Source: an optimization exercise on an open RTL-to-GDS flow (aim: small area, a short achievable clock period and few clock cycles per item). Production flows keep margins and buffers that such runs may drop. Function was checked by simulation only, so behaviour that the tests miss may differ from the original. No activity file was given, so power comes from the tool's default toggle rates.

**flow/config.mk**
```make
export PLATFORM = sky130hd
export DESIGN_NAME = mars_core
export DESIGN_NICKNAME = mars_core
export VERILOG_FILES = /design/flow/design.v
export SDC_FILE = /design/flow/constraint.sdc
export NUM_CORES = 4
export LEC_CHECK = 0
export CAP_MARGIN = 20
export CELL_PAD_IN_SITES_DETAIL_PLACEMENT = 1
export CELL_PAD_IN_SITES_GLOBAL_PLACEMENT = 1
export CORE_MARGIN = 2
export CORE_UTILIZATION = 30
export SLEW_MARGIN = 20
```
**flow/constraint.sdc**
```tcl
create_clock -name core_clock -period 10.0 [get_ports {clk}]
set_input_delay 2.0000 -clock core_clock [delete_from_list [all_inputs] [get_ports {clk}]]
set_output_delay 2.0000 -clock core_clock [all_outputs]
set_load 0.01 [all_outputs]
```
**flow/design.v**
```verilog
module mars_core (
    input  wire        clk,
    input  wire        rst,
    input  wire        cmd_valid,
    output wire        cmd_ready,
    input  wire [2:0]  cmd_op,
    input  wire [15:0] cmd_a,
    input  wire [31:0] cmd_data,
    output reg         rsp_valid,
    output reg  [3:0]  rsp_code,
    output reg  [31:0] rsp_data,
    output reg  [1:0]  rsp_h,
    output reg  [7:0]  rsp_id,
    output reg  [5:0]  rsp_addr
);
    localparam OP_CREATE = 3'd0, OP_LOAD = 3'd1, OP_TICK = 3'd2, OP_REMOVE = 3'd3,
               OP_READ_CELL = 3'd4, OP_READ_WARRIOR = 3'd5, OP_READ_STATUS = 3'd6,
               OP_READ_CONFIG = 3'd7;
    localparam C_NONE = 4'd0, C_DAT = 4'd1, C_INV_TYPE = 4'd2, C_INV_MODE_A = 4'd3,
               C_IMM_ADDR_A = 4'd4, C_INV_MODE_B = 4'd5, C_IMM_ADDR_B = 4'd6,
               C_ENDED = 4'd7, C_OUT_OF_RANGE = 4'd8, C_TABLE_FULL = 4'd9,
               C_NOT_IN_QUEUE = 4'd10;
    localparam T_DAT = 4'd0, T_MOV = 4'd1, T_ADD = 4'd2, T_SUB = 4'd3, T_JMP = 4'd4,
               T_JMZ = 4'd5, T_DJZ = 4'd6, T_CMP = 4'd7;
    localparam S_IDLE = 4'd0, S_LOADW = 4'd1, S_LOADF = 4'd2, S_FETCH = 4'd3,
               S_DECODE = 4'd4, S_AHOP = 4'd5, S_AVAL = 4'd6, S_BHOP = 4'd7,
               S_BVAL = 4'd8, S_DJZW = 4'd9, S_AHOP2 = 4'd10, S_EXEC = 4'd11;
    reg [31:0] core [0:63];
    reg [3:0]  blocks;
    reg [15:0] elapsed;
    reg [15:0] duration;
    reg [2:0]  alive;
    reg [3:0]  live;
    reg [7:0]  wid   [0:3];
    reg [5:0]  wpc   [0:3];
    reg [1:0]  wnext [0:3];
    reg [1:0]  entry;
    reg        entry_v;
    reg [3:0]  state;
    reg [5:0]  l_base;
    reg [7:0]  l_size;
    reg [7:0]  l_cnt;
    reg [7:0]  l_id;
    reg [1:0]  l_blk;
    reg [3:0]  l_code;       
    reg [1:0]  t_h;
    reg [5:0]  t_addr;
    reg [31:0] ir;
    reg [5:0]  aptr, bptr;    
    reg [31:0] aval, bval;
    wire [3:0]  ty    = ir[31:28];
    wire [1:0]  am    = ir[27:26];
    wire [1:0]  bm    = ir[25:24];
    wire [11:0] af    = ir[23:12];
    wire [11:0] bf    = ir[11:0];
    wire [31:0] a_imm = {{20{af[11]}}, af};
    wire [31:0] b_imm = {{20{bf[11]}}, bf};
    wire a_is_val  = (ty == T_MOV) || (ty == T_ADD) || (ty == T_SUB) || (ty == T_CMP);
    wire a_is_addr = (ty == T_JMP) || (ty == T_JMZ) || (ty == T_DJZ);
    wire b_is_val  = (ty == T_JMZ) || (ty == T_CMP);
    wire b_is_addr = (ty == T_MOV) || (ty == T_ADD) || (ty == T_SUB) || (ty == T_DJZ);
    reg [3:0] dec_code;
    always @(*) begin
        if (ty[3])                              dec_code = C_INV_TYPE;
        else if ((a_is_val || a_is_addr) && am == 2'd3) dec_code = C_INV_MODE_A;
        else if (a_is_addr && am == 2'd0)       dec_code = C_IMM_ADDR_A;
        else if ((b_is_val || b_is_addr) && bm == 2'd3) dec_code = C_INV_MODE_B;
        else if (b_is_addr && bm == 2'd0)       dec_code = C_IMM_ADDR_B;
        else if (ty == T_DAT)                   dec_code = C_DAT;
        else                                    dec_code = C_NONE;
    end
    wire need_ahop  = (am == 2'd2) && (a_is_val || ty == T_JMP);
    wire need_aval  = (am != 2'd0) && a_is_val;
    wire need_bhop  = (bm == 2'd2) && (b_is_val || b_is_addr);
    wire need_bval  = (ty == T_ADD) || (ty == T_SUB) || (ty == T_DJZ) ||
                      ((bm != 2'd0) && b_is_val);
    wire need_djzw  = (ty == T_DJZ);
    wire [5:0]  a_hop_addr = t_addr + af[5:0];
    wire [5:0]  b_hop_addr = t_addr + bf[5:0];
    wire [5:0]  a_ea       = (am == 2'd2) ? t_addr + aptr : a_hop_addr;
    wire [5:0]  b_ea       = (bm == 2'd2) ? t_addr + bptr : b_hop_addr;
    wire [31:0] a_value    = (am == 2'd0) ? a_imm : aval;
    wire [31:0] bval_cur   = (state == S_BVAL) ? rd_data : bval;
    wire [31:0] b_value    = (bm == 2'd0) ? b_imm : bval_cur;
    wire        jmz_zero   = (b_value == 32'd0);
    wire        djz_zero   = (bval_cur == 32'd1);
    wire        jump_taken = (ty == T_JMZ) ? jmz_zero : djz_zero;
    wire        need_ahop2 = (am == 2'd2) && (ty == T_JMZ || ty == T_DJZ) && jump_taken;
    function [3:0] next_step;
        input [3:0] from;
        begin
            if      (from < S_AHOP  && need_ahop)  next_step = S_AHOP;
            else if (from < S_AVAL  && need_aval)  next_step = S_AVAL;
            else if (from < S_BHOP  && need_bhop)  next_step = S_BHOP;
            else if (from < S_BVAL  && need_bval)  next_step = S_BVAL;
            else if (from < S_DJZW  && need_djzw)  next_step = S_DJZW;
            else if (from < S_AHOP2 && need_ahop2) next_step = S_AHOP2;
            else                                   next_step = S_EXEC;
        end
    endfunction
    reg [5:0] rd_addr;
    always @(*) begin
        case (state)
            S_FETCH:          rd_addr = wpc[entry];
            S_AHOP, S_AHOP2:  rd_addr = a_hop_addr;
            S_AVAL:           rd_addr = a_ea;
            S_BHOP:           rd_addr = b_hop_addr;
            S_BVAL:           rd_addr = b_ea;
            default:          rd_addr = cmd_a[5:0];
        endcase
    end
    wire [31:0] rd_data = core[rd_addr];
    assign cmd_ready = (state == S_IDLE) || (state == S_LOADW);
    wire [12:0] ld_base = {1'b0, cmd_a[15:8], 4'b0} + {5'b0, cmd_a[7:0]};
    wire        ld_range_bad = (cmd_a[15:8] >= 8'd4) || (ld_base >= 13'd64);
    reg [1:0] free_h;
    always @(*) begin
        if      (!live[0]) free_h = 2'd0;
        else if (!live[1]) free_h = 2'd1;
        else if (!live[2]) free_h = 2'd2;
        else               free_h = 2'd3;
    end
    wire [1:0] rm_h    = cmd_a[1:0];
    wire       rm_ok   = (cmd_a[15:2] == 14'd0) && live[rm_h];
    reg  [1:0] rm_pred;
    always @(*) begin
        rm_pred = rm_h;
        if (live[0] && wnext[0] == rm_h) rm_pred = 2'd0;
        if (live[1] && wnext[1] == rm_h) rm_pred = 2'd1;
        if (live[2] && wnext[2] == rm_h) rm_pred = 2'd2;
        if (live[3] && wnext[3] == rm_h) rm_pred = 2'd3;
    end
    wire [1:0]  rw_h  = cmd_a[1:0];
    wire        rw_ok = (cmd_a[15:2] == 14'd0) && live[rw_h];
    integer i;
    always @(posedge clk) begin
        rsp_valid <= 1'b0;
        if (rst) begin
            state    <= S_IDLE;
            for (i = 0; i < 64; i = i + 1) core[i] <= 32'd0;
            blocks   <= 4'd0;
            elapsed  <= 16'd0;
            duration <= 16'd0;
            alive    <= 3'd0;
            live     <= 4'd0;
            entry    <= 2'd0;
            entry_v  <= 1'b0;
            for (i = 0; i < 4; i = i + 1) begin
                wid[i] <= 8'd0; wpc[i] <= 6'd0; wnext[i] <= 2'd0;
            end
            rsp_code <= 4'd0; rsp_data <= 32'd0; rsp_h <= 2'd0; rsp_id <= 8'd0; rsp_addr <= 6'd0;
        end else begin
            case (state)
            S_IDLE: if (cmd_valid) begin
                rsp_code <= C_NONE;
                rsp_data <= 32'd0;
                case (cmd_op)
                OP_CREATE: begin
                    for (i = 0; i < 64; i = i + 1) core[i] <= 32'd0;
                    blocks   <= 4'd0;
                    elapsed  <= 16'd0;
                    duration <= cmd_a;
                    alive    <= 3'd0;
                    live     <= 4'd0;
                    entry_v  <= 1'b0;
                    rsp_valid <= 1'b1;
                end
                OP_LOAD: begin
                    l_base <= ld_base[5:0];
                    l_blk  <= cmd_a[9:8];
                    l_id   <= cmd_data[7:0];
                    l_size <= cmd_data[15:8];
                    l_cnt  <= 8'd0;
                    if (ld_range_bad)        l_code <= C_OUT_OF_RANGE;
                    else if (alive == 3'd4)  l_code <= C_TABLE_FULL;
                    else                     l_code <= C_NONE;
                    state <= (cmd_data[15:8] == 8'd0) ? S_LOADF : S_LOADW;
                end
                OP_TICK: begin
                    if (!entry_v || elapsed == duration) begin
                        rsp_code  <= C_ENDED;
                        rsp_valid <= 1'b1;
                    end else begin
                        state <= S_FETCH;
                    end
                end
                OP_REMOVE: begin
                    if (rm_ok) begin
                        live[rm_h] <= 1'b0;
                        alive      <= alive - 3'd1;
                        if (wnext[rm_h] == rm_h) begin
                            entry_v <= 1'b0;
                        end else begin
                            wnext[rm_pred] <= wnext[rm_h];
                            if (entry == rm_h) entry <= wnext[rm_h];
                        end
                    end else begin
                        rsp_code <= C_NOT_IN_QUEUE;
                    end
                    rsp_valid <= 1'b1;
                end
                OP_READ_CELL: begin
                    rsp_data  <= rd_data;
                    rsp_valid <= 1'b1;
                end
                OP_READ_WARRIOR: begin
                    if (rw_ok)
                        rsp_data <= {15'd0, 1'b1, wnext[rw_h], wpc[rw_h], wid[rw_h]};
                    rsp_valid <= 1'b1;
                end
                OP_READ_STATUS: begin
                    rsp_data  <= {elapsed, 4'd0, blocks, 1'b0, alive, 1'b0, entry_v, entry};
                    rsp_valid <= 1'b1;
                end
                OP_READ_CONFIG: begin
                    rsp_data  <= {duration, 8'd16, 8'd64};
                    rsp_valid <= 1'b1;
                end
                default: ;
                endcase
            end
            S_LOADW: if (cmd_valid) begin
                if (l_code == C_NONE)
                    core[l_base + l_cnt[5:0]] <= cmd_data;
                l_cnt <= l_cnt + 8'd1;
                if (l_cnt == l_size - 8'd1) state <= S_LOADF;
            end
            S_LOADF: begin
                rsp_code  <= l_code;
                rsp_data  <= 32'd0;
                rsp_valid <= 1'b1;
                if (l_code == C_NONE) begin
                    blocks[l_blk] <= 1'b1;
                    live[free_h]  <= 1'b1;
                    wid[free_h]   <= l_id;
                    wpc[free_h]   <= l_base;
                    alive         <= alive + 3'd1;
                    entry         <= free_h;
                    entry_v       <= 1'b1;
                    if (entry_v) begin
                        wnext[free_h] <= wnext[entry];
                        wnext[entry]  <= free_h;
                    end else begin
                        wnext[free_h] <= free_h;
                    end
                    rsp_h <= free_h;
                end
                state <= S_IDLE;
            end
            S_FETCH: begin
                t_h    <= entry;
                t_addr <= wpc[entry];
                ir     <= rd_data;
                state  <= S_DECODE;
            end
            S_DECODE: begin
                if (dec_code != C_NONE) begin
                    if (dec_code == C_DAT) begin
                        elapsed <= elapsed + 16'd1;
                        entry   <= wnext[t_h];
                    end
                    rsp_code  <= dec_code;
                    rsp_data  <= ir;
                    rsp_h     <= t_h;
                    rsp_id    <= wid[t_h];
                    rsp_addr  <= t_addr;
                    rsp_valid <= 1'b1;
                    state     <= S_IDLE;
                end else begin
                    state <= next_step(S_DECODE);
                end
            end
            S_AHOP: begin
                aptr  <= rd_data[5:0];
                state <= next_step(S_AHOP);
            end
            S_AVAL: begin
                aval  <= rd_data;
                state <= next_step(S_AVAL);
            end
            S_BHOP: begin
                bptr  <= rd_data[5:0];
                state <= next_step(S_BHOP);
            end
            S_BVAL: begin
                bval  <= rd_data;
                state <= next_step(S_BVAL);
            end
            S_DJZW: begin
                core[b_ea] <= bval - 32'd1;
                state      <= next_step(S_DJZW);
            end
            S_AHOP2: begin
                aptr  <= rd_data[5:0];
                state <= S_EXEC;
            end
            S_EXEC: begin
                case (ty)
                T_MOV: begin
                    core[b_ea]  <= a_value;
                    wpc[t_h]    <= t_addr + 6'd1;
                end
                T_ADD: begin
                    core[b_ea]  <= bval + a_value;
                    wpc[t_h]    <= t_addr + 6'd1;
                end
                T_SUB: begin
                    core[b_ea]  <= bval - a_value;
                    wpc[t_h]    <= t_addr + 6'd1;
                end
                T_JMP: wpc[t_h] <= a_ea;
                T_CMP: wpc[t_h] <= (a_value == b_value) ? t_addr + 6'd2 : t_addr + 6'd1;
                default:  
                       wpc[t_h] <= jump_taken ? a_ea : t_addr + 6'd1;
                endcase
                elapsed   <= elapsed + 16'd1;
                entry     <= wnext[t_h];
                rsp_code  <= C_NONE;
                rsp_data  <= ir;
                rsp_h     <= t_h;
                rsp_id    <= wid[t_h];
                rsp_addr  <= t_addr;
                rsp_valid <= 1'b1;
                state     <= S_IDLE;
            end
            default: state <= S_IDLE;
            endcase
        end
    end
endmodule
```
**flow/run.sh**
```bash
#!/bin/bash
# synth_recipe.tcl (not shown) runs the flow's synth.tcl, then flattens the netlist and writes it again
# the make line also repeats each setting of config.mk as NAME=value (left out here)
make -C /OpenROAD-flow-scripts/flow DESIGN_CONFIG=/design/flow/config.mk WORK_HOME=/design/flow/orfs CLKGATE_MAP_FILE= SYNTH_SCRIPT=/design/flow/synth_recipe.tcl finish
```
==> flow_summary.json <==
{
  "outcome": "complete, no violations",
  "max-cap-violations": 0,
  "ant_nets": 0,
  "rr_worst_depth": 20,
  "grt_use_total_pct": 26.85,
  "ys_async_sr_fraction_pct": 0,
  "r2r_setup_slack_ns": 0.81,
  "postCtsHoldBufs": 0,
  "p_clk_share_pct": 41.7,
  "die_w_um": 629.0,
  "synth_area_per_cell_sq_um": 10.77,
  "ctsResizeCount": 0,
  "final_period_minus_worst_setup_slack_ns": 9.195,
  "synth-seq-cells": 2369,
  "grt_max_degree": 122,
  "r2r_start": "ir[25]",
  "yosysWarnings": 1,
  "cp.arrival_ns": 9.85,
  "cts_tree": "done",
  "antenna_found_initial": 35,
  "switching_power_mw": 6.673,
  "finalHoldViolations": 0,
  "final_cell_mix": "edfxtp_1 (2262), nor2_1 (2253), nand2_1 (1147)",
  "power.leakage_nw": 46.88,
  "rsz0062_at_grt": "no",
  "min_from": "rsp_id[7]",
  "setup-tns-final_ns": 0,
  "fp.coreArea_sq_um": 389100,
  "switching_share_pct": 27.48,
  "drt_iter0_drc": 12856,
  "seq_power_share_pct": 47.4,
  "rows": 229,
  "drcViolationCount": 0,
  "finalCritPeriodShare_pct": 91.95,
  "nets": 10859,
  "clock_latency_ns": 0.95,
  "final_common_cell": "edfxtp_1",
  "syn_area_sq_um": 117200,
  "required_ns": 10.66,
  "fill_cells": 42850,
  "min_to": "rsp_id[7]",
  "htreeDepth": 5,
  "detail_route.wl_per_cell_um": 34.12,
  "area_growth_pct": 14.52,
  "clockRootBuffer": "clkbuf_16",
  "critPathKind": "reg -> reg",
  "skew_ns": 0.05977,
  "vias": 97935,
  "drive_gt1_share_pct": 10.89,
  "post_cts_buffers": 0,
  "grt_pass1_vias": 97141,
  "cts_inserted_buffers": 281,
  "setup_viol": 0,
  "crit_path_start_kind": "flip-flop",
  "min_path_type": "reg -> reg",
  "dieArea_sq_um": 395700,
  "cts.sinks": 2369,
  "numPortBuffers": 107,
  "clk_pin_slew_worst_paths_ns": 0.07,
  "syn-instance-count": 10878,
  "drt-vias-per-instance": 6.070,
  "worst_pin_slew_ns": 1.449,
  "grt_pass1_wl_um": 764500,
  "hold_slack_ns": 0.4905,
  "grt_overflow": 0,
  "yosysSeqAreaShare_pct": 59.79,
  "io_pins": 108,
  "firstDrtPassIters": 8,
  "synthFlopType": "edfxtp_1",
  "cts.path.max_buffers": 4,
  "synth-edff-count": 2262,
  "timing.fmax_mhz": 108.8,
  "initial_core_util_pct": 30.12,
  "synth_cell_types": 112,
  "slew_headroom_pct": 3.387,
  "hold_depth": 2,
  "synth_nets": 11041,
  "gp_congestion": 0.9403,
  "worst_ir_drop_vdd_mv": 0.1285,
  "critical_path.max_fanout": 72,
  "dp.final_hpwl_um": 348600,
  "p_comb_share_pct": 10.9,
  "end_kind": "flip-flop",
  "die_y_um": 629.0,
  "pwr_density_cell_nw_per_um2": 180.9,
  "internal_power_mw": 17.61,
  "drt-total-wl_um": 550500,
  "r2r_end": "wpc[2][3]",
  "maxSlewViolCount": 0
}
[worst max-delay path by stage]
stage | from | endpoint | slack (ns) | cells past startpoint
after floorplan | cmd_a[1] | wpc[0][4] | 3.42 | 19
after global placement | cmd_a[5] | wpc[3][3] | -0.26 | 16
after detailed placement | cmd_a[2] | wpc[1][3] | 0.79 | 18
after CTS | t_addr[0] | wpc[3][3] | 1.28 | 21
after global routing | ir[25] | wpc[2][3] | 0.85 | 20
final | ir[25] | wpc[2][3] | 0.81 | 20
[power by group through the flow]
stage | Combinational, mW | Clock, mW | Sequential, mW
floorplan | 1.28 | 0 | 11.6
global placement | 2.52 | 0 | 11.7
detailed placement | 2.57 | 0 | 11.7
CTS | 2.58 | 10.2 | 11.5
global route | 2.71 | 10.5 | 11.5
finish | 2.65 | 10.1 | 11.5
[final cells by class]
| class | instances | area (sq um) | share of cell area [%] |
|---|---|---|---|
| clock inverter | 155 | 1379 | 1.027 |
| antenna | 23 | 57.56 | 0.04289 |
| multi-input combinational | 7346 | 43200 | 32.19 |
| clock buffer | 346 | 7370 | 5.491 |
| inverter | 102 | 382.9 | 0.2853 |
| timing repair buffer | 596 | 5248 | 3.910 |
| sequential | 2369 | 70070 | 52.21 |
| tap | 5197 | 6502 | 4.845 |
[sequential cells by signal (all words and copies together), names as in the netlist, 24 cells and up, named ones only]
signal,flops
wid,32
ir,32
rsp_data,32
wpc,24
core,2048
aval,32
bval,32
[metal layers]
layer	share of wire (%)	global-route usage [%]
met5	0.028	0
met1	39	34.39
met4	7.3	16.94
met3	10	5.868
met2	44	41.19
[per-stage QoR]
| stage | power (mW) | cell area, sq um | utilization (%) | cells | setup WS, ns |
|---|---|---|---|---|---|
| 2_1_floorplan | 12.92 | 117200 | - | 10878 | 3.422 |
| 3_3_place_gp | 14.20 | 125100 | 32.14 | 15596 | -0.2617 |
| 3_5_place_dp | 14.27 | 125400 | 32.22 | 15609 | 0.7911 |
| 4_1_cts | 24.26 | 134100 | 34.47 | 16110 | 1.278 |
| 5_1_grt | 24.78 | 134200 | 34.48 | 16122 | 0.8499 |
| 6_report | 24.28 | 134200 | 34.49 | 16134 | 0.8054 |
[synth_stat cells (196+ instances only)]
cell type | instances | area [sq um]
a211oi_1 | 239 | 1794
clkbuf_1 | 699 | 2624
nand2_1 | 1214 | 4557
mux2i_1 | 275 | 2753
edfxtp_1 | 2262 | 67930
buf_2 | 207 | 1036
o21ai_0 | 196 | 980.9
nand3_1 | 390 | 1952
nor3_1 | 217 | 1086
a221oi_1 | 359 | 3144
nor2_1 | 2268 | 8513
a21oi_1 | 438 | 2192
[worst max-delay path: stages (launching register included)]
cell and delay, ns:
edfxtp_1 0.78, nor2b_1 0.66, mux2_4 0.40, a221oi_4 0.50, buf_4 0.27, nand2_8 0.38, buf_12 0.42, buf_4 0.26
a221oi_1 0.28, nor2_1 0.09, o22ai_1 0.56, a22oi_1 0.51, and4_1 0.68, nor4_1 0.56, nand4_1 0.17, a21o_1 0.21
a221oi_1 0.67, nor2_1 0.37, or3_1 0.40, a32oi_1 0.40, a211oi_1 0.10
[cell families (layout without fill, tap and decap cells)]
| logic type | after synthesis | after routing | share of synthesized area, % |
|---|---|---|---|
| AO/OA/AOI/OAI | 2299 | 2299 | 14.30 |
| AND/OR/NAND/NOR | 4449 | 4449 | 15.83 |
| multiplexers | 346 | 346 | 3.473 |
| buffers and inverters | 1163 | 1199 | 4.324 |
| other | 0 | 23 | 0 |
| XOR/XNOR | 142 | 142 | 1.061 |
| adder cells (fa/ha/maj) | 110 | 110 | 1.224 |
| flip-flops | 2369 | 2369 | 59.79 |
Testbench counts, summed over its fixed seeds: cycles 29,425, ticks 5,572.

[re-timing with driven ports]
No port has a modelled driver above. Below, the same layout with a new extraction and two added sets of constraints.
Step 1, drivers: a clkbuf_16 drives clk and a buf_2 each remaining input, both assumed.
Step 2, shift: input delay + t, output delay - t, t = (earliest + latest rising clock arrival at the registers) / 2. This alone moves slack from input paths to output paths.
Slacks: no drivers / after step 1 / after step 2; pairs: no drivers / after step 1.
t (ns): 1.032
setup WS [ns]: 0.805 / 0.805 / 0.447
worst register clock-pin slew, ns: 0.07 / 0.07
After both steps setup and hold are still met in this run. The setup slack of this run moves by 0.000 ns with the drivers and by -0.358 ns with both steps.
